This design comes from an exercise in tuning for small area, a short achievable clock period and few clock cycles per item on the open sky130 flow, not from production work.
At most, simulation tests tie the RTL to the original design; equivalence was not proved.
Power figures rest on the tool's default switching activity, not on a simulated workload.

==> fjord <==
==> flow/design.v <==
module lc_binarizer #(
    parameter W = 12
) (
    input  wire [8*W-1:0] rd,
    output reg  [7:0]     pat
);
    function automatic lt;
        input [W-1:0] a, b;
        integer k;
        begin
            lt = 1'b0;
            for (k = 0; k < W; k = k + 1)
                lt = (~a[k] & b[k]) | (~(a[k] & ~b[k]) & lt);
        end
    endfunction
    reg [W-1:0] r [0:7];
    reg [W-1:0] lo [0:3];
    reg [W-1:0] hi [0:3];
    reg [W-1:0] lo2 [0:1];
    reg [W-1:0] hi2 [0:1];
    reg [W-1:0] mn, mx, h;
    reg [W:0]   s;
    integer i;
    always @(*) begin
        for (i = 0; i < 8; i = i + 1)
            r[i] = rd[W*(8-i)-1 -: W];
        for (i = 0; i < 4; i = i + 1) begin
            if (lt(r[2*i], r[2*i+1])) begin
                lo[i] = r[2*i];   hi[i] = r[2*i+1];
            end else begin
                lo[i] = r[2*i+1]; hi[i] = r[2*i];
            end
        end
        for (i = 0; i < 2; i = i + 1) begin
            lo2[i] = lt(lo[2*i], lo[2*i+1]) ? lo[2*i] : lo[2*i+1];
            hi2[i] = lt(hi[2*i], hi[2*i+1]) ? hi[2*i+1] : hi[2*i];
        end
        mn = lt(lo2[0], lo2[1]) ? lo2[0] : lo2[1];
        mx = lt(hi2[0], hi2[1]) ? hi2[1] : hi2[0];
        s = {1'b0, mn} + {1'b0, mx} + 1'b1;
        h = s[W:1];
        for (i = 0; i < 8; i = i + 1)
            pat[7-i] = !lt(r[i], h);
    end
endmodule
module lc_lut_rom (
    input  wire [7:0] pat,
    output reg  [7:0] pos
);
    always @(*) begin
        case (pat)
            8'h18: pos = 8'h00;
            8'h10: pos = 8'h02;
            8'h38: pos = 8'h02;
            8'h08: pos = 8'hFE;
            8'h1C: pos = 8'hFE;
            8'h30: pos = 8'h03;
            8'h0C: pos = 8'hFD;
            8'h20: pos = 8'h04;
            8'h70: pos = 8'h04;
            8'h04: pos = 8'hFC;
            8'h0E: pos = 8'hFC;
            8'h60: pos = 8'h05;
            8'hE0: pos = 8'h05;
            8'h06: pos = 8'hFB;
            8'h07: pos = 8'hFB;
            8'h40: pos = 8'h06;
            8'hF0: pos = 8'h06;
            8'h02: pos = 8'hFA;
            8'h0F: pos = 8'hFA;
            8'hC0: pos = 8'h07;
            8'h03: pos = 8'hF9;
            8'h80: pos = 8'h08;
            8'h01: pos = 8'hF8;
            default: pos = 8'h80;
        endcase
    end
endmodule
module lc_core (
    input  wire        clk,
    input  wire        rst,
    input  wire        cmd_valid,
    output wire        cmd_ready,
    input  wire [15:0] cmd_word,
    input  wire [95:0] cmd_rd,
    output reg         rsp_valid,
    output reg  [1:0]  rsp_status,
    output reg  [7:0]  rsp_pat,
    output reg  [7:0]  rsp_pos,
    output wire        acq_req,
    input  wire        acq_done,
    input  wire        acq_err,
    input  wire [95:0] acq_rd,
    output wire        busy,
    output wire [7:0]  last_pos
);
    localparam W = 12;
    localparam [2:0] OP_BIN = 3'd0, OP_LUT = 3'd1, OP_TRKP = 3'd2,
                     OP_TRKV = 3'd3, OP_TRKA = 3'd4;
    localparam [1:0] ST_OK = 2'b00, ST_ILLEGAL = 2'b01, ST_TRANSPORT = 2'b10;
    localparam [7:0] UNDEF = 8'h80;
    reg            busy_q;    
    reg            wait_q;    
    reg  [7:0]     last_q;
    reg  [8*W-1:0] cap_rd;    
    reg  [7:0]     cap_pat;   
    reg  [1:0]     st_q;      
    reg            zero_q;    
    reg            word_q;    
    reg            lut_q;     
    reg            trk_q;     
    wire exec = busy_q && !wait_q;
    assign cmd_ready = !busy_q && !rst;
    assign busy      = busy_q;
    assign acq_req   = wait_q;
    assign last_pos  = last_q;
    wire [2:0] in_op    = cmd_word[10:8];
    wire       in_legal = (cmd_word[15:11] == 5'd0) && (in_op <= OP_TRKA);
    wire [7:0] bin_pat;
    lc_binarizer #(.W(W)) u_bin (.rd(cap_rd), .pat(bin_pat));
    wire [7:0] pat = word_q ? cap_pat : bin_pat;
    wire [7:0] lk_pos;
    lc_lut_rom u_rom (.pat(pat), .pos(lk_pos));
    wire [7:0] resolved = (lk_pos == UNDEF) ? last_q : lk_pos;
    always @(posedge clk) begin
        if (rst) begin
            busy_q     <= 1'b0;
            wait_q     <= 1'b0;
            last_q     <= 8'h00;
            rsp_valid  <= 1'b0;
            rsp_status <= ST_OK;
            rsp_pat    <= 8'h00;
            rsp_pos    <= UNDEF;
        end else begin
            rsp_valid <= exec;
            if (!busy_q) begin
                if (cmd_valid) begin
                    busy_q <= 1'b1;
                    wait_q <= in_legal && (in_op == OP_TRKA);
                end
            end else if (wait_q) begin
                if (acq_done)
                    wait_q <= 1'b0;
            end else begin
                busy_q     <= 1'b0;
                rsp_status <= st_q;
                rsp_pat    <= zero_q ? 8'h00 : pat;
                rsp_pos    <= trk_q ? resolved : (lut_q ? lk_pos : UNDEF);
                if (trk_q)
                    last_q <= resolved;
            end
        end
    end
    always @(posedge clk) begin
        cap_rd  <= wait_q ? acq_rd : cmd_rd;
        cap_pat <= cmd_word[7:0];
    end
    always @(posedge clk) begin
        if (!exec) begin
            if (wait_q) begin
                st_q   <= acq_err ? ST_TRANSPORT : ST_OK;
                zero_q <= acq_err;
                word_q <= 1'b0;
                lut_q  <= 1'b0;
                trk_q  <= !acq_err;
            end else begin
                st_q   <= in_legal ? ST_OK : ST_ILLEGAL;
                zero_q <= !in_legal;
                word_q <= in_op == OP_LUT || in_op == OP_TRKP;
                lut_q  <= in_legal && (in_op == OP_LUT);
                trk_q  <= in_legal && (in_op == OP_TRKP || in_op == OP_TRKV || in_op == OP_TRKA);
            end
        end
    end
endmodule
==> flow/run.sh <==
#!/bin/bash
# synth_recipe.tcl (not shown) runs the flow's synth.tcl, then flattens the netlist and writes it again
# the make line also repeats each setting of config.mk as NAME=value (left out here)
make -C /OpenROAD-flow-scripts/flow DESIGN_CONFIG=/design/flow/config.mk WORK_HOME=/design/flow/orfs CLKGATE_MAP_FILE= SYNTH_SCRIPT=/design/flow/synth_recipe.tcl finish
==> flow/config.mk <==
export PLATFORM = sky130hd
export DESIGN_NAME = lc_core
export DESIGN_NICKNAME = lc_core
export VERILOG_FILES = /design/flow/design.v
export SDC_FILE = /design/flow/constraint.sdc
export NUM_CORES = 4
export LEC_CHECK = 0
export ABC_AREA = 1
export CAP_MARGIN = 20
export CORE_MARGIN = 2
export CORE_UTILIZATION = 40
export SLEW_MARGIN = 20
==> flow/constraint.sdc <==
create_clock -name core_clock -period 22.0 [get_ports {clk}]
set_input_delay 4.4000 -clock core_clock [delete_from_list [all_inputs] [get_ports {clk}]]
set_output_delay 4.4000 -clock core_clock [all_outputs]
set_load 0.01 [all_outputs]
==> nickel (differences from fjord) <==
--- a/flow/design.v
+++ b/flow/design.v
@@ -1,8 +1,10 @@
-module lc_binarizer #(
+module lc_bin_pairs #(
     parameter W = 12
 ) (
     input  wire [8*W-1:0] rd,
-    output reg  [7:0]     pat
+    output reg  [4*W-1:0] lo,
+    output reg  [4*W-1:0] hi,
+    output reg  [3:0]     sw
 );
     function automatic lt;
         input [W-1:0] a, b;
@@ -13,34 +15,62 @@
                 lt = (~a[k] & b[k]) | (~(a[k] & ~b[k]) & lt);
         end
     endfunction
-    reg [W-1:0] r [0:7];
-    reg [W-1:0] lo [0:3];
-    reg [W-1:0] hi [0:3];
-    reg [W-1:0] lo2 [0:1];
-    reg [W-1:0] hi2 [0:1];
+    reg [W-1:0] a, b;
+    integer j;
+    always @(*) begin
+        for (j = 0; j < 4; j = j + 1) begin
+            a = rd[W*(8-2*j)-1 -: W];
+            b = rd[W*(7-2*j)-1 -: W];
+            sw[3-j] = lt(b, a);
+            lo[W*(4-j)-1 -: W] = sw[3-j] ? b : a;
+            hi[W*(4-j)-1 -: W] = sw[3-j] ? a : b;
+        end
+    end
+endmodule
+module lc_binarizer #(
+    parameter W = 12
+) (
+    input  wire [4*W-1:0] lo,
+    input  wire [4*W-1:0] hi,
+    input  wire [3:0]     sw,
+    output reg  [7:0]     pat
+);
+    function automatic lt;
+        input [W-1:0] a, b;
+        integer k;
+        begin
+            lt = 1'b0;
+            for (k = 0; k < W; k = k + 1)
+                lt = (~a[k] & b[k]) | (~(a[k] & ~b[k]) & lt);
+        end
+    endfunction
+    reg [W-1:0] l [0:3];
+    reg [W-1:0] u [0:3];
+    reg [W-1:0] l2 [0:1];
+    reg [W-1:0] u2 [0:1];
     reg [W-1:0] mn, mx, h;
     reg [W:0]   s;
-    integer i;
+    reg         glo, ghi;
+    integer j;
     always @(*) begin
-        for (i = 0; i < 8; i = i + 1)
-            r[i] = rd[W*(8-i)-1 -: W];
-        for (i = 0; i < 4; i = i + 1) begin
-            if (lt(r[2*i], r[2*i+1])) begin
-                lo[i] = r[2*i];   hi[i] = r[2*i+1];
-            end else begin
-                lo[i] = r[2*i+1]; hi[i] = r[2*i];
-            end
-        end
-        for (i = 0; i < 2; i = i + 1) begin
-            lo2[i] = lt(lo[2*i], lo[2*i+1]) ? lo[2*i] : lo[2*i+1];
-            hi2[i] = lt(hi[2*i], hi[2*i+1]) ? hi[2*i+1] : hi[2*i];
-        end
-        mn = lt(lo2[0], lo2[1]) ? lo2[0] : lo2[1];
-        mx = lt(hi2[0], hi2[1]) ? hi2[1] : hi2[0];
+        for (j = 0; j < 4; j = j + 1) begin
+            l[j] = lo[W*(4-j)-1 -: W];
+            u[j] = hi[W*(4-j)-1 -: W];
+        end
+        for (j = 0; j < 2; j = j + 1) begin
+            l2[j] = lt(l[2*j], l[2*j+1]) ? l[2*j] : l[2*j+1];
+            u2[j] = lt(u[2*j], u[2*j+1]) ? u[2*j+1] : u[2*j];
+        end
+        mn = lt(l2[0], l2[1]) ? l2[0] : l2[1];
+        mx = lt(u2[0], u2[1]) ? u2[1] : u2[0];
         s = {1'b0, mn} + {1'b0, mx} + 1'b1;
         h = s[W:1];
-        for (i = 0; i < 8; i = i + 1)
-            pat[7-i] = !lt(r[i], h);
+        for (j = 0; j < 4; j = j + 1) begin
+            glo = !lt(l[j], h);
+            ghi = !lt(u[j], h);
+            pat[7-2*j] = sw[3-j] ? ghi : glo;
+            pat[6-2*j] = sw[3-j] ? glo : ghi;
+        end
     end
 endmodule
 module lc_lut_rom (
@@ -102,10 +132,10 @@
     reg            busy_q;    
     reg            wait_q;    
     reg  [7:0]     last_q;
-    reg  [8*W-1:0] cap_rd;    
-    reg  [7:0]     cap_pat;   
+    reg  [4*W-1:0] cap_lo;    
+    reg  [4*W-1:0] cap_hi;    
+    reg  [3:0]     cap_sw;    
     reg  [1:0]     st_q;      
-    reg            zero_q;    
     reg            word_q;    
     reg            lut_q;     
     reg            trk_q;     
@@ -116,9 +146,14 @@
     assign last_pos  = last_q;
     wire [2:0] in_op    = cmd_word[10:8];
     wire       in_legal = (cmd_word[15:11] == 5'd0) && (in_op <= OP_TRKA);
+    wire       in_word  = (in_op == OP_LUT) || (in_op == OP_TRKP);
+    wire [4*W-1:0] in_lo, in_hi;
+    wire [3:0]     in_sw;
+    lc_bin_pairs #(.W(W)) u_pairs (.rd(wait_q ? acq_rd : cmd_rd),
+                                   .lo(in_lo), .hi(in_hi), .sw(in_sw));
     wire [7:0] bin_pat;
-    lc_binarizer #(.W(W)) u_bin (.rd(cap_rd), .pat(bin_pat));
-    wire [7:0] pat = word_q ? cap_pat : bin_pat;
+    lc_binarizer #(.W(W)) u_bin (.lo(cap_lo), .hi(cap_hi), .sw(cap_sw), .pat(bin_pat));
+    wire [7:0] pat = word_q ? cap_lo[7:0] : bin_pat;
     wire [7:0] lk_pos;
     lc_lut_rom u_rom (.pat(pat), .pos(lk_pos));
     wire [7:0] resolved = (lk_pos == UNDEF) ? last_q : lk_pos;
@@ -144,7 +179,7 @@
             end else begin
                 busy_q     <= 1'b0;
                 rsp_status <= st_q;
-                rsp_pat    <= zero_q ? 8'h00 : pat;
+                rsp_pat    <= (st_q != ST_OK) ? 8'h00 : pat;
                 rsp_pos    <= trk_q ? resolved : (lut_q ? lk_pos : UNDEF);
                 if (trk_q)
                     last_q <= resolved;
@@ -152,24 +187,20 @@
         end
     end
     always @(posedge clk) begin
-        cap_rd  <= wait_q ? acq_rd : cmd_rd;
-        cap_pat <= cmd_word[7:0];
-    end
-    always @(posedge clk) begin
-        if (!exec) begin
-            if (wait_q) begin
-                st_q   <= acq_err ? ST_TRANSPORT : ST_OK;
-                zero_q <= acq_err;
-                word_q <= 1'b0;
-                lut_q  <= 1'b0;
-                trk_q  <= !acq_err;
-            end else begin
-                st_q   <= in_legal ? ST_OK : ST_ILLEGAL;
-                zero_q <= !in_legal;
-                word_q <= in_op == OP_LUT || in_op == OP_TRKP;
-                lut_q  <= in_legal && (in_op == OP_LUT);
-                trk_q  <= in_legal && (in_op == OP_TRKP || in_op == OP_TRKV || in_op == OP_TRKA);
-            end
-        end
-    end
-endmodule
+        cap_lo[4*W-1:8] <= in_lo[4*W-1:8];
+        cap_lo[7:0]     <= (!wait_q && in_word) ? cmd_word[7:0] : in_lo[7:0];
+        cap_hi          <= in_hi;
+        cap_sw          <= in_sw;
+        if (wait_q) begin
+            st_q   <= acq_err ? ST_TRANSPORT : ST_OK;
+            word_q <= 1'b0;
+            lut_q  <= 1'b0;
+            trk_q  <= !acq_err;
+        end else begin
+            st_q   <= in_legal ? ST_OK : ST_ILLEGAL;
+            word_q <= in_word;
+            lut_q  <= in_legal && (in_op == OP_LUT);
+            trk_q  <= in_legal && (in_op == OP_TRKP || in_op == OP_TRKV || in_op == OP_TRKA);
+        end
+    end
+endmodule
==> flow/flow/run.sh (new file) <==
#!/bin/bash
# The standard layout (standard.sh) with these changes to how it is made:
#  - the ports are buffered by the smallest buffer instead of buffer_ports'
#    default delay cell;
#  - repair_timing is asked for a setup margin so that it works on the
#    slowest paths although the 22 ns clock leaves them slack;
#  - clock tree synthesis adds no dummy loads.
# The SDC and the clock period are the standard flow's. The full make output goes to
# standard_flow.log; ORFS keeps each step's log in orfs/logs.
set -euo pipefail
HERE=$PWD
sed "s|log_cmd abc {\*}\$abc_args|log_cmd abc -script $HERE/flow/abc_map.script {*}[lrange \$abc_args 2 end]|" \
    "$FLOW_HOME/scripts/synth.tcl" > lc_synth_core.tcl
grep -q "flow/abc_map.script" lc_synth_core.tcl
sed "s|source \$::env(SCRIPTS_DIR)/synth.tcl|source $HERE/lc_synth_core.tcl|" synth_recipe.tcl > lc_synth.tcl
grep -q "lc_synth_core.tcl" lc_synth.tcl
bash standard.sh finish \
    "SYNTH_SCRIPT=$HERE/lc_synth.tcl" \
    "BUFFER_PORTS_ARGS=-buffer_cell sky130_fd_sc_hd__buf_1" \
    "SETUP_SLACK_MARGIN=12.8" \
    "CTS_ARGS=-sink_clustering_enable -repair_clock_nets -dont_use_dummy_load -buf_list {sky130_fd_sc_hd__clkbuf_4 sky130_fd_sc_hd__clkbuf_8}" \
    > standard_flow.log 2>&1
==> flow/flow/abc_map.script (new file) <==
strash
dch
map -D 5000
strash
dch
map -D 5000
strash
dch
map -D 5000
topo
stime -c
buffer -c
upsize -c
dnsize -c
==> flow/standard.sh (new file) <==
#!/bin/bash
# synth_recipe.tcl (not shown) runs the flow's synth.tcl, then flattens the netlist and writes it again
# the make line also repeats each setting of config.mk as NAME=value (left out here)
make -C /OpenROAD-flow-scripts/flow DESIGN_CONFIG=/design/flow/config.mk WORK_HOME=/design/flow/orfs CLKGATE_MAP_FILE= SYNTH_SCRIPT=/design/flow/synth_recipe.tcl "${@:-finish}"
CORE_UTILIZATION = 76   (was 40)
CTS_BUF_LIST = sky130_fd_sc_hd__clkbuf_4 sky130_fd_sc_hd__clkbuf_8   (was default)
removed: flow/run.sh
==> impl_metrics.py <==
metrics = {
    "cells_and_area": {
        "area_growth_pct": 14.1,
        "finalInstanceArea_um2": 11200,
        "multi_input_cells": 1095,
    },
    "synth": {
        "synth_top_family_by_area": "compound AO/OA/AOI/OAI gates",
        "yosys-top-cells-area": "dfxtp_1, nand2_1, o21ai_0, inv_1, mux2i_1",
        "yosys_register_bits": 134,
        "muxShareOfSynthArea": 0.0589,
    },
    "sta": {
        "min_period_ps": 9170,
    },
    "die": {
        "dieHeight_um": 118,
        "core_um2": 12600,
    },
    "routing": {
        "drt-total-wl_mm": 33.3,
        "drt_iter0_markers": 2071,
    },
    "worst_setup_path": {
        "max_stage_delay_ps": 150,
    },
    "status": {
        "outcome": "no timing/DRC/antenna violations",
    },
    "min_path": {
        "worstHoldEndpoint": "rsp_status[1]$_SDFFE_PP0P_",
    },
    "pwr": {
        "total_power_uw": 1740,
    },
}
(the above is from nickel)
==> impl_metrics.py <==
metrics = {
    "die": {
        "core_um2": 28000,
        "dieHeight_um": 173,
    },
    "cells_and_area": {
        "multi_input_cells": 1555,
        "finalInstanceArea_um2": 14600,
    },
    "routing": {
        "drt-total-wl_mm": 35.4,
        "drt_iter0_markers": 947,
    },
    "synth": {
        "yosys-top-cells-area": "nand2_1, dfxtp_1, inv_1, nand3_1, o21ai_0",
        "muxShareOfSynthArea": 0,
        "syn_area_per_cell_um2": 5.56,
        "yosys_register_bits": 139,
        "synth_top_family_by_area": "simple AND/OR/NAND/NOR gates",
    },
    "min_path": {
        "worstHoldEndpoint": "rsp_pos[2]$_SDFFE_PP0P_",
    },
    "sta": {
        "min_period_ps": 10330,
    },
    "worst_setup_path": {
        "max_stage_delay_ps": 690,
    },
    "status": {
        "outcome": "no timing/DRC/antenna violations",
    },
}
(the above is from fjord)
Testbench counts of nickel, summed over its fixed seeds: cycles 22,201, commands 8,000.
Only the layout flow was run in fjord; the RTL was not checked for function there.

static timing again, ports no longer ideal:
Ports are ideal in the flow. The routed layouts listed here were re-timed in OpenROAD. Step 1: set_driving_cell puts a clkbuf_16 on clk and a buf_2 on each other input, an assumption about the parent block. Step 2 also shifts input and output timing later by t, the mid clock arrival at the registers, as if the neighbouring blocks saw the same clock. Slacks: no drivers / after step 1 / after step 2; pairs: no drivers / after step 1.
run | t (ns) | setup WS [ns] | hold WS [ns] | worst register clock-pin slew, ns
fjord | 0.480 | 11.674 / 11.651 / 11.651 | 0.455 / 0.455 / 0.455 | 0.08 / 0.08
nickel | 0.481 | 12.834 / 12.815 / 12.815 | 0.467 / 0.467 / 0.467 | 0.08 / 0.08
After both steps every run listed still meets setup and hold. For fjord, which loses most, drivers alone change the setup slack by -0.023 ns; drivers and shift together by -0.023 ns.
